This is an optimization exercise on Yosys and OpenROAD, whose aim is small area, a short achievable clock period and few clock cycles per item, not a production implementation. Where RTL was checked, it was by simulation tests only, not by an equivalence proof against the original. No activity file was given, so power comes from the tool's default toggle rates.

## the previous run
==> flow/design.v (excerpt) <==
module crsf_parser (
    input  wire       clk,
    input  wire       rst,         
    input  wire       in_valid,
    output wire       in_ready,
    input  wire [7:0] in_data,
    input  wire       in_last,     
    output wire       out_valid,
    input  wire       out_ready,
    output wire [7:0] out_data,
    output wire       out_last,    
    output wire       st_valid,
    output wire [7:0] st_aux,      
    output wire [5:0] st_level     
);
    localparam QD = 4;             
    function automatic [7:0] crc8_step(input [7:0] c, input [7:0] b);
        integer i;
        reg [7:0] v;
        begin
            v = c ^ b;
            for (i = 0; i < 8; i = i + 1)
                v = v[7] ? ((v << 1) ^ 8'hD5) : (v << 1);
            crc8_step = v;
        end
    endfunction
    function automatic is_sync(input [7:0] b);
        is_sync = (b == 8'hC8) || (b == 8'hEA) || (b == 8'hEC) || (b == 8'hEE);
    endfunction
    function automatic [7:0] sync_byte(input [1:0] code);
  ...
Size: roughly 39 I/O pins, roughly 27,000 um2 of cells after synthesis.
export LEC_CHECK = 0
export ABC_CLOCK_PERIOD_IN_PS = 2000
export CAP_MARGIN = 20
export CORE_MARGIN = 2
export CORE_UTILIZATION = 40
export CTS_BUF_LIST = sky130_fd_sc_hd__clkbuf_8 sky130_fd_sc_hd__clkbuf_16
export CTS_CLUSTER_DIAMETER = 300
export CTS_CLUSTER_SIZE = 28
export SETUP_SLACK_MARGIN = 2.95
export SLEW_MARGIN = 20
export TNS_END_PERCENT = 100
create_clock -name core_clock -period 5.0 [get_ports {clk}]
run.sh (not shown) runs the stock make flow with config.mk's settings and CLKGATE_MAP_FILE= SYNTH_SCRIPT=/design/flow/synth_recipe.tcl, a recipe that flattens the netlist after the stock synthesis.
Testbench counts of the previous run, summed over its fixed seeds: cycles 53,163, bytes 52,098.
Input changes introduced in the current run (baseline for comparison: the previous run):
- changing ABC_CLOCK_PERIOD_IN_PS from 2000 to 2200
- changing SETUP_SLACK_MARGIN from 2.95 to 2.8
[compare] base=the previous run new=the current run: total power lower; final-stage net count went down 90. Stage delay of the slowest cell on the critical path: the current run lower than the previous run. Changes observed in the current run relative to the previous run: met1 track demand over resource in global routing saw a decrease, final setup slack of the worst path was more or less identical.

* * *

Another version of the RTL of crsf_parser (not shown whole).
For scale: ~1600 cells after synthesis, ~670 flip-flops, about 39 I/O pins, ~28000 um^2 of cells after synthesis.
clock: 5.0 ns
lec_check: 0
cap_margin: 20
core_margin: 2
core_utilization: 40
slew_margin: 20
Next try:
--- a/flow/config.mk
+++ b/flow/config.mk
@@ -7,0 +8 @@
+export ABC_CLOCK_PERIOD_IN_PS = 2400
@@ -10,0 +12 @@
+export SETUP_SLACK_MARGIN = 2.6
Outcome: The changed run finished clean. Design area climbs by a few percent. Maximum frequency climbs by a quarter to a third. Critical path depth climbs by 1. Die area is unchanged. Worst setup slack improved by 690 ps. Synthesized cell count does not change. Total power climbs by a few percent. Non-clock buffer count climbs by 84. Register-to-register slack improved by 690 ps. Cell count climbs by a few percent. Worst hold slack got worse by 12 ps.
Next try:
--- a/flow/config.mk
+++ b/flow/config.mk
@@ -7,0 +8 @@
+export ABC_AREA = 1
Sequential share of layout area fell by 2.0 points.
Power is higher by roughly a tenth.
First-iteration DRC count rose by about a fifth.
Global-route usage goes up by 2.7 points.
Core utilization drops by 1.2 points.
Clock power came out higher by a few percent.
Next try:
--- a/flow/config.mk
+++ b/flow/config.mk
@@ -8 +7,0 @@
-export ABC_AREA = 1
@@ -12,0 +12,2 @@
+export CTS_BUF_LIST = sky130_fd_sc_hd__clkbuf_4 sky130_fd_sc_hd__clkbuf_8
+export CTS_CLUSTER_SIZE = 30
=> Wire length came out lower by about a fifth; flip-flop and latch count is unchanged; count of clock-buffer cells in the layout came out higher by 63; global-route usage came out lower by 2.7 points; register-to-register slack got worse by 380 ps; worst hold slack improved by 45 ps; combinational power came out lower by about a fifth; die area came out lower by a few percent; clock skew came out higher by 25 ps; final area came out lower by a few percent; critical path depth came out higher by 5.
Function was not checked in any run of this note: the RTL went through the layout flow alone.

* * *

crsf_parser, a different RTL version from the one above (not shown whole).
Size in the first run: about 39 I/O pins, about 28000 sq um of cells after synthesis.
Settings: LEC_CHECK=0, CAP_MARGIN=20, CORE_MARGIN=2, CORE_UTILIZATION=42, CTS_BUF_LIST=sky130_fd_sc_hd__clkbuf_16, CTS_CLUSTER_DIAMETER=300, CTS_CLUSTER_SIZE=24, SETUP_SLACK_MARGIN=2.8, SLEW_MARGIN=20, TNS_END_PERCENT=100; clock period 5.0 ns.
The baseline passed the timing, DRC and antenna checks.
Testbench counts at the start, summed over its fixed seeds: cycles 52,887, bytes 52,098.
==> next run, changes <==
Settings changed: CORE_UTILIZATION 42 to 50, CTS_CLUSTER_SIZE 24 to 26.
Outcome: The new run passed the timing, DRC and antenna checks. Power is about the same. Worst setup slack hardly moves. Routed wire length is higher slightly. Maximum frequency hardly moves. First-iteration DRC count is higher by a quarter to a third. Via count is higher slightly.
==> next run, changes <==
Settings changed: CORE_UTILIZATION 50 to 45, CTS_CLUSTER_SIZE 26 to 30.
The new run passed the timing, DRC and antenna checks.
Clock power shrinks by roughly a tenth.
Critical path depth stays the same.
Total power shrinks by a few percent.
Sequential share of layout area grows by 0.53 points.
Cell area shrinks slightly.
Global-route usage shrinks by 3.0 points.
Final cell count grows by a few percent.
Synthesized area stays the same.
Non-clock buffer count shrinks by 8.
Via count shrinks slightly.
==> next run, changes <==
Settings changed: ABC_CLOCK_PERIOD_IN_PS from default to 2200, CORE_UTILIZATION 45 to 50, CTS_BUF_LIST sky130_fd_sc_hd__clkbuf_16 to sky130_fd_sc_hd__clkbuf_8 sky130_fd_sc_hd__clkbuf_16, CTS_CLUSTER_SIZE 30 to 28.
=>
- hold slack is worse by 0.0085 ns
- non-clock buffer count rose by 8
- synthesized area does not change
- wire length rose slightly
- count of clock-buffer cells in the layout rose by 3

* * *

Starting RTL as in the previous note.
clock: 5.0 ns
lec_check: 0
cap_margin: 20
core_margin: 2
core_utilization: 40
cts_buf_list: sky130_fd_sc_hd__clkbuf_8 sky130_fd_sc_hd__clkbuf_16
cts_cluster_diameter: 250
cts_cluster_size: 24
setup_slack_margin: 2.8
slew_margin: 20
tns_end_percent: 100
The starting point ran to the end with no violations.
Testbench counts at the start, summed over its fixed seeds: cycles 52,887, bytes 52,098.
Rerun with:
--- a/flow/config.mk
+++ b/flow/config.mk
@@ -9,6 +9,6 @@
 export CORE_MARGIN = 2
-export CORE_UTILIZATION = 40
+export CORE_UTILIZATION = 45
 export CTS_BUF_LIST = sky130_fd_sc_hd__clkbuf_8 sky130_fd_sc_hd__clkbuf_16
-export CTS_CLUSTER_DIAMETER = 250
-export CTS_CLUSTER_SIZE = 24
+export CTS_CLUSTER_DIAMETER = 300
+export CTS_CLUSTER_SIZE = 28
 export SETUP_SLACK_MARGIN = 2.8
Result: The new run completed without violations. Utilization climbs by 5.8 points. Maximum frequency drops by 1.4%. Design area hardly moves. Global-route usage climbs by 2.5 points. Wire length climbs by 0.57%. Critical path depth is unchanged. Register-to-register slack improves by 0.05 ns. Cell count drops by 3.7%.
Rerun with:
--- a/flow/config.mk
+++ b/flow/config.mk
@@ -7,5 +7,6 @@
 export LEC_CHECK = 0
+export ABC_CLOCK_PERIOD_IN_PS = 2200
 export CAP_MARGIN = 20
 export CORE_MARGIN = 2
-export CORE_UTILIZATION = 45
+export CORE_UTILIZATION = 40
 export CTS_BUF_LIST = sky130_fd_sc_hd__clkbuf_8 sky130_fd_sc_hd__clkbuf_16
@@ -13,3 +14,3 @@
 export CTS_CLUSTER_SIZE = 28
-export SETUP_SLACK_MARGIN = 2.8
+export SETUP_SLACK_MARGIN = 2.9
 export SLEW_MARGIN = 20
Sequential cell count stays the same.
Clock power barely changes.
Routed wire length drops by 0.53%.
Power is about the same.
Via count barely changes.
Setup slack is better by 0.0088 ns.
Combinational power hardly moves.

* * *

Setup of ember:
crsf_parser, a different RTL version from the one above (not shown whole).
Size: about 1700 cells after synthesis, ~720 flip-flops, ~39 I/O pins, roughly 27000 µm² of cells after synthesis.
make LEC_CHECK=0 ABC_CLOCK_PERIOD_IN_PS=2200 CAP_MARGIN=20 CORE_MARGIN=2 CORE_UTILIZATION=40 CTS_BUF_LIST='sky130_fd_sc_hd__clkbuf_8 sky130_fd_sc_hd__clkbuf_16' CTS_CLUSTER_DIAMETER=300 CTS_CLUSTER_SIZE=28 SETUP_SLACK_MARGIN=2.8 SLEW_MARGIN=20 TNS_END_PERCENT=100 finish   # period 5.0 ns
Per the final summary, ember finished and its layout is clean on timing, DRC and antenna.
Testbench counts of ember, summed over its fixed seeds: cycles 53,163, bytes 52,098.
What juniper does differently from ember at the input level:
- SETUP_SLACK_MARGIN now 2.9, was 2.8
Results
- Summary: first-pass GRT wire length, juniper worse than ember
- Diff ember -> juniper: post-route cell area grew by 2.4%; multi-input combinational gate total about even; total stage count of the critical path increased by 7 relative to the old numbers; layout overhead on the synthesized area went up 2.7 points.
- On hold slack, ember tracks juniper almost exactly.
- There was hardly any difference in fmax between ember and juniper.
Input changes introduced in tundra (baseline for comparison: juniper):
- putting ABC_AREA at 1 where nothing was set
- swapping 2.9 for 2.8 in SETUP_SLACK_MARGIN
## What came out
Sequential cell fraction of total power on tundra is down relative to juniper. Logic depth of the worst setup path including buffers: tundra vs juniper down 5. Max first-iteration DRC count across juniper and tundra: tundra. Higher cell count after synthesis among juniper and tundra: tundra. Relative to juniper, global routing met2 resource utilization has gone down in tundra. As far as fraction of the mapped netlist area in adder cells is concerned, juniper and tundra perform about the same. juniper ended up with compound AO/OA/AOI/OAI gates as its dominant combinational cell family by area after synthesis; tundra ended up with simple AND/OR/NAND/NOR gates.

* * *

== v44 ==
The RTL this note starts from:
==> flow/design.v <==
module crsf_parser (
    input  wire       clk,
    input  wire       rst,         
    input  wire       in_valid,
    output wire       in_ready,
    input  wire [7:0] in_data,
    input  wire       in_last,     
    output wire       out_valid,
    input  wire       out_ready,
    output wire [7:0] out_data,
    output wire       out_last,    
    output wire       st_valid,
    output wire [7:0] st_aux,      
    output wire [5:0] st_level     
);
    localparam QD = 4;             
    function automatic [7:0] crc8_step(input [7:0] c, input [7:0] b);
        integer i;
        reg [7:0] v;
        begin
            v = c ^ b;
            for (i = 0; i < 8; i = i + 1)
                v = v[7] ? ((v << 1) ^ 8'hD5) : (v << 1);
            crc8_step = v;
        end
    endfunction
    function automatic is_sync(input [7:0] b);
        is_sync = (b == 8'hC8) || (b == 8'hEA) || (b == 8'hEC) || (b == 8'hEE);
    endfunction
    function automatic [7:0] sync_byte(input [1:0] code);
        sync_byte = {2'b11, code != 2'd0, 2'b01, code, 1'b0};
    endfunction
    reg  [7:0] mem [0:63];
    integer    mi;
    reg  [7:0] w_lo, w_hi;   
    reg        rdy;
    reg  [5:0] wptr;         
    reg  [5:0] cptr;         
    reg  [5:0] rptr;         
    reg  [5:0] lvl;          
    reg  [1:0] scode;        
    reg  [5:0] flen;         
    reg  [7:0] crc;          
    reg        bad;          
    reg        rew;          
    reg        s0, s1;       
    reg        sb, sc;       
    reg        c_open;
    reg        c_seen;
    reg        c_drop;
    reg  [QD-1:0] qv;        
    reg  [1:0] q_aux [0:QD-1];     
    reg  [5:0] o_nf;         
    reg  [5:0] st_nf;        
    reg  [5:0] q_lvl [0:QD-1];
    reg  [5:0] q_mrk [0:QD-1];
    reg        st_q;
    integer    qi;
    localparam K_SYNC = 2'd0, K_LEN = 2'd1, K_BODY = 2'd2;
    reg  [1:0] i_ph;         
    reg  [5:0] i_rem;        
    reg  [7:0] g [0:3];      
    reg  [1:0] gsel;
    reg        gv;           
    reg  [1:0] gk;           
    reg        gl;           
    reg        ov, sv;
    reg  [7:0] od, sd;
    reg        ol, sl;
    wire       in_take = in_valid && rdy;
    wire       x_sync  = is_sync(in_data);
    wire       x_lenok = (in_data >= 8'd2) && (in_data <= 8'd62);
    wire       x_ok    = (in_data == crc) && !bad;
    wire       lvl0    = s0;
    wire       lvl1    = s1;
    wire [5:0] wptr_p1 = wptr + 6'd1;
    wire       lvl_eq  = (lvl == flen);
    wire       adv_w   = (s1 && x_lenok) || sb || sc;
    wire [5:0] wptr_n  = adv_w ? wptr_p1 : wptr;
    wire [5:0] cptr_n  = (sc && x_ok) ? wptr_p1 : cptr;
    wire       n_s1    = (s0 || (s1 && !x_lenok)) && x_sync;
    wire       n_s0    = sc || ((s0 || (s1 && !x_lenok)) && !x_sync);
    wire       n_sb    = (s1 && x_lenok) || (sb && !lvl_eq);
    wire       n_sc    = sb && lvl_eq;
    wire [5:0] lvl_n   = (s1 && x_lenok) ? 6'd2 : sb ? lvl + 6'd1 :
                         n_s1 ? 6'd1 : 6'd0;
    wire       drop_n  = (s0 && !x_sync) || (s1 && !x_lenok) || (sc && !x_ok);
    wire       seen_n  = c_open ? (c_seen | x_sync) : (!lvl0 | x_sync);
    wire       cdrop_n = (c_open && c_drop) | drop_n;
    wire       push    = in_take && in_last;
    reg        push_d;       
    wire       q_has  = st_q ? qv[1] : qv[0];
    wire [5:0] q_hmrk = st_q ? q_mrk[1] : q_mrk[0];
    wire       q_at   = q_has && (rptr == q_hmrk) && (i_ph == 2'd0);
    wire       take   = ov && out_ready;
    wire       st_set = q_at && !gv && !sv && (!ov || out_ready);
    wire       q_at2  = (st_q ? qv[2] : qv[1]) && (rptr == (st_q ? q_mrk[2] : q_mrk[1]));
    wire       q_blk  = q_at && (gv || sv || (ov && !out_ready) || q_at2);
    wire       avail  = (i_ph != 2'd0) || ((rptr != cptr) && !q_blk);
    wire       room   = !ov || (!sv && !gv) || (out_ready && !(sv && gv));
    wire       issue  = avail && room;
    wire [7:0] rd     = g[gsel];
    wire [7:0] land   = (gk == K_SYNC) ? sync_byte(rd[7:6]) :
                        (gk == K_LEN)  ? {2'b00, rd[5:0]} : rd;
    wire [5:0] occ    = wptr - rptr;
    wire       q_ok1  = !qv[QD-2] || (!qv[QD-1] && (!push_d || st_q)) ||
                        (st_q && !push_d);
    wire       q_ok2  = !qv[QD-3] || (!qv[QD-2] && (!push_d || st_q)) ||
                        (!qv[QD-1] && st_q && !push_d);
    wire [QD-1:0] q_wr = st_q ? ({1'b0, qv[QD-1:1]} ^ qv) : (qv ^ {qv[QD-2:0], 1'b1});
    integer    gj, gk2;
    reg  [7:0] gt;
    reg  [15:0] rsel;        
    assign in_ready  = rdy;
    assign out_valid = ov;
    assign out_data  = od;
    assign out_last  = ol;
    assign st_valid  = st_q;
    assign st_aux    = {q_aux[0], st_nf};
    assign st_level  = q_lvl[0];
    always @(posedge clk) begin
        for (mi = 0; mi < 64; mi = mi + 1)
            if (rdy && w_hi[mi / 8] && w_lo[mi % 8])
                mem[mi] <= lvl1 ? {scode, in_data[5:0]} : in_data;
        for (gj = 0; gj < 4; gj = gj + 1) begin
            gt = 8'd0;
            for (gk2 = 0; gk2 < 16; gk2 = gk2 + 1)
                gt = gt | (mem[gj*16 + gk2] & {8{rsel[gk2]}});
            g[gj] <= gt;
        end
        gsel <= rptr[5:4];
        gk   <= i_ph;
        gl   <= (i_ph == K_BODY) && (i_rem == 6'd1);
        if (issue && i_ph == K_LEN)
            i_rem <= rd[5:0];
        else if (issue && i_ph == K_BODY)
            i_rem <= i_rem - 6'd1;
        if (take && sv) begin
            od <= sd;
            ol <= sl;
        end else if (!ov || take) begin
            od <= land;
            ol <= gl;
        end
        if (gv && ov && !(take && !sv)) begin
            sd <= land;
            sl <= gl;
        end
        if (in_take) begin
            if (lvl1) begin
                flen <= in_data[5:0];
                crc  <= 8'h00;
            end else
                crc  <= crc8_step(crc, in_data);
            if (lvl == 6'd2)
                bad <= (in_data >= 8'h28) && (flen < 6'd4);
            if (lvl0 || x_sync)
                scode <= in_data[2:1];
        end
        for (qi = 0; qi < QD; qi = qi + 1) begin
            if (st_q && qi < QD - 1) begin
                q_aux[qi] <= q_aux[qi+1];
                q_lvl[qi] <= q_lvl[qi+1];
                q_mrk[qi] <= q_mrk[qi+1];
            end
            if (push_d && q_wr[qi]) begin
                q_aux[qi] <= {~c_seen, c_drop};
                q_lvl[qi] <= lvl;
                q_mrk[qi] <= cptr;
            end
        end
        if (rst) begin
            rdy    <= 1'b0;
            wptr   <= 6'd0;
            rew    <= 1'b0;
            w_lo   <= 8'd1;
            w_hi   <= 8'd1;
            cptr   <= 6'd0;
            rptr   <= 6'd0;
            rsel   <= 16'd1;
            lvl    <= 6'd0;
            s0     <= 1'b1;
            s1     <= 1'b0;
            sb     <= 1'b0;
            sc     <= 1'b0;
            c_open <= 1'b0;
            push_d <= 1'b0;
            o_nf   <= 6'd0;
            qv     <= {QD{1'b0}};
            st_q   <= 1'b0;
            ov     <= 1'b0;
            sv     <= 1'b0;
            gv     <= 1'b0;
            i_ph   <= 2'd0;
        end else begin
            push_d <= push;
            rdy <= (in_take ? (occ <= 6'd61) : (occ <= 6'd62)) &&
                   (push ? q_ok2 : q_ok1);
            rew <= in_take && sc && !x_ok;
            if (rew) begin
                wptr <= cptr;
                w_lo <= 8'd1 << cptr[2:0];
                w_hi <= 8'd1 << cptr[5:3];
            end else if (in_take && adv_w) begin
                w_lo <= {w_lo[6:0], w_lo[7]};
                if (w_lo[7])
                    w_hi <= {w_hi[6:0], w_hi[7]};
            end
            if (rew)
                wptr <= cptr;
            else if (in_take)
                wptr <= wptr_n;
            if (in_take) begin
                cptr <= cptr_n;
                lvl  <= lvl_n;
                s0   <= n_s0;
                s1   <= n_s1;
                sb   <= n_sb;
                sc   <= n_sc;
                c_open <= !in_last;
                c_seen <= seen_n;
                c_drop <= cdrop_n;
            end
            qv   <= (st_q ? {1'b0, qv[QD-1:1]} : qv) | (push_d ? q_wr : {QD{1'b0}});
            st_q <= st_set;
            gv <= issue;
            if (st_set)
                st_nf <= st_q ? 6'd0 : o_nf;
            if (st_q)
                o_nf <= {5'd0, (gv && gk == K_SYNC) || (issue && i_ph == K_SYNC)};
            else if (issue && i_ph == K_SYNC && o_nf != 6'd63)
                o_nf <= o_nf + 6'd1;
            if (issue) begin
                if (i_ph != K_SYNC) begin
                    rptr <= rptr + 6'd1;
                    rsel <= {rsel[14:0], rsel[15]};
                end
                i_ph <= (i_ph == K_SYNC) ? K_LEN :
                        (i_ph == K_LEN)  ? K_BODY :
                        (i_rem == 6'd1)  ? K_SYNC : K_BODY;
            end
            if (take && sv)
                sv <= gv;
            else if (!ov || take)
                ov <= gv;
            else if (gv)
                sv <= 1'b1;
        end
    end
endmodule
clock: 5.0 ns
lec_check: 0
abc_clock_period_in_ps: 1800
cap_margin: 20
core_margin: 2
core_utilization: 40
cts_buf_list: sky130_fd_sc_hd__clkbuf_8 sky130_fd_sc_hd__clkbuf_16
cts_cluster_diameter: 300
cts_cluster_size: 28
setup_slack_margin: 2.8
slew_margin: 20
tns_end_percent: 100
Testbench counts of v44, summed over its fixed seeds: cycles 52,887, bytes 52,098.
## Diff of input files: v24 against v44
diff --git a/flow/config.mk b/flow/config.mk
--- a/flow/config.mk
+++ b/flow/config.mk
@@ -8 +7,0 @@
-export ABC_CLOCK_PERIOD_IN_PS = 1800
@@ -11,2 +10,2 @@
-export CORE_UTILIZATION = 40
-export CTS_BUF_LIST = sky130_fd_sc_hd__clkbuf_8 sky130_fd_sc_hd__clkbuf_16
+export CORE_UTILIZATION = 42
+export CTS_BUF_LIST = sky130_fd_sc_hd__clkbuf_16
@@ -14 +13 @@
-export CTS_CLUSTER_SIZE = 28
+export CTS_CLUSTER_SIZE = 26
==> comparison <==
- v24 finished end to end and its layout was clean on timing, DRC and antenna.
- Per the comparison of v24 with v44, sequential share of layout area level, sum of net half-perimeters after detailed placement fell by 240 um, effective utilization at floorplan went up, sequential cell fraction of total power shows a reduction of 1.0 points, via count -about 1.5%.
- On setup slack, the higher figure sits with v24, not v44.
- Power drawn by the clock network is lower on v44
- Summary: clock period minus worst slack, v24 better than v44
- Comparing total power for v44 and v24, the smaller number came from v44.
--- input diff v24..v48 ---
diff --git a/flow/config.mk b/flow/config.mk
--- a/flow/config.mk
+++ b/flow/config.mk
@@ -7,0 +8 @@
+export ABC_CLOCK_PERIOD_IN_PS = 2200
@@ -10,2 +11,2 @@
-export CORE_UTILIZATION = 42
-export CTS_BUF_LIST = sky130_fd_sc_hd__clkbuf_16
+export CORE_UTILIZATION = 40
+export CTS_BUF_LIST = sky130_fd_sc_hd__clkbuf_8 sky130_fd_sc_hd__clkbuf_16
@@ -13 +14,2 @@
-export CTS_CLUSTER_SIZE = 26
+export CTS_CLUSTER_SIZE = 28
+export GPL_TIMING_DRIVEN = 1
v48 went all the way through the flow, and no timing, DRC or antenna check failed.
Comparing v24 against v48, there is no change at all in largest net degree at the start of global routing.
st_valid as the capture point of the critical path was reported by v48, and in_ready by v24.
v48 vs v24: clock buffer and inverter area fraction after layout down in v48
Of the two candidates, v24 has the better maximum frequency from static timing analysis and v48 the worse one.
The sequential share of cell area was comparable across v24 and v48.
When v48 is measured against v24, its power after layout turns out about 1.7% lower.
On number of buffers added by the clock tree synthesis step, the higher figure sits with v24, not v48.
For v40, these inputs were changed with respect to v48:
diff --git a/flow/config.mk b/flow/config.mk
--- a/flow/config.mk
+++ b/flow/config.mk
@@ -8 +7,0 @@
-export ABC_CLOCK_PERIOD_IN_PS = 2200
@@ -11,2 +10,2 @@
-export CORE_UTILIZATION = 40
-export CTS_BUF_LIST = sky130_fd_sc_hd__clkbuf_8 sky130_fd_sc_hd__clkbuf_16
+export CORE_UTILIZATION = 45
+export CTS_BUF_LIST = sky130_fd_sc_hd__clkbuf_16
@@ -14,3 +13,2 @@
-export CTS_CLUSTER_SIZE = 28
-export GPL_TIMING_DRIVEN = 1
-export SETUP_SLACK_MARGIN = 2.8
+export CTS_CLUSTER_SIZE = 26
+export SETUP_SLACK_MARGIN = 2.86
### Flow results
Post-synthesis to final-layout area growth delta for v40 relative to v48: 0.64 points higher. For time the worst path needs with I/O delays and setup, v48 and v40 come out practically identical. v40 and v48 ended up with nearly the same final wirelength. v48 → v40: number of buffer and inverter instances along the worst setup path held steady, final cell count shrank by about 3.5%, detailed-route wire length on metal 1 now sits at about the same level, final cycle utilization of the critical path stayed essentially flat.

## separate check: timing with driven ports
How much do the figures lean on ideal ports? The routed layouts below were timed once more, with nothing changed but the port constraints.
Step 1 (the two cells are an assumption about what drives the block):
set clk [get_ports {clk}]
set_driving_cell -lib_cell sky130_fd_sc_hd__clkbuf_16 $clk
set_driving_cell -lib_cell sky130_fd_sc_hd__buf_2 [delete_from_list [all_inputs] $clk]
Step 2 also shifts input and output timing later by t, the mid clock arrival at the registers, as if the neighbouring blocks saw the same clock.
Three values: ideal ports, drivers, drivers and shift; two values: the first two.
run | t (ns) | setup slack, ns | clock arrival spread, ns | worst slew at a driven data input, ns
the previous run | 0.688 | 2.730 / 2.730 / 2.059 | 0.041 / 0.041 | 0.12
the current run | 0.693 | 2.729 / 2.729 / 2.160 | 0.024 / 0.025 | 0.07
the first run of note 2 | 0.669 | 1.420 / 1.420 / 1.146 | 0.035 / 0.035 | 0.11
the second run of note 2 | 0.669 | 2.112 / 2.112 / 1.934 | 0.038 / 0.038 | 0.07
the third run of note 2 | 0.673 | 2.581 / 2.581 / 2.069 | 0.029 / 0.029 | 0.04
the fourth run of note 2 | 0.757 | 2.204 / 2.204 / 1.768 | 0.048 / 0.048 | 0.05
the first run of note 3 | 0.648 | 2.799 / 2.670 / 2.022 | 0.033 / 0.034 | 0.24
the second run of note 3 | 0.635 | 2.801 / 2.729 / 2.094 | 0.036 / 0.036 | 0.19
the third run of note 3 | 0.674 | 2.775 / 2.682 / 2.008 | 0.033 / 0.032 | 0.22
the fourth run of note 3 | 0.673 | 2.783 / 2.740 / 2.067 | 0.030 / 0.030 | 0.21
the first run of note 4 | 0.651 | 2.789 / 2.681 / 2.030 | 0.022 / 0.022 | 0.26
the second run of note 4 | 0.679 | 2.758 / 2.700 / 2.042 | 0.032 / 0.032 | 0.20
the third run of note 4 | 0.699 | 2.767 / 2.707 / 2.079 | 0.028 / 0.028 | 0.26
ember | 0.688 | 2.746 / 2.685 / 2.074 | 0.041 / 0.040 | 0.15
juniper | 0.687 | 2.746 / 2.739 / 2.065 | 0.016 / 0.016 | 0.12
tundra | 0.681 | 2.568 / 2.568 / 1.969 | 0.024 / 0.024 | 0.15
v44 | 0.690 | 2.783 / 2.699 / 2.009 | 0.028 / 0.028 | 0.24
v24 | 0.635 | 2.824 / 2.631 / 1.997 | 0.036 / 0.035 | 0.25
v48 | 0.690 | 2.783 / 2.699 / 2.009 | 0.028 / 0.028 | 0.24
v40 | 0.635 | 2.782 / 2.704 / 2.068 | 0.034 / 0.033 | 0.25
After both steps every run listed still meets setup and hold. The setup slack of v24, which loses most, moves by -0.193 ns with the drivers and by -0.827 ns with both steps.
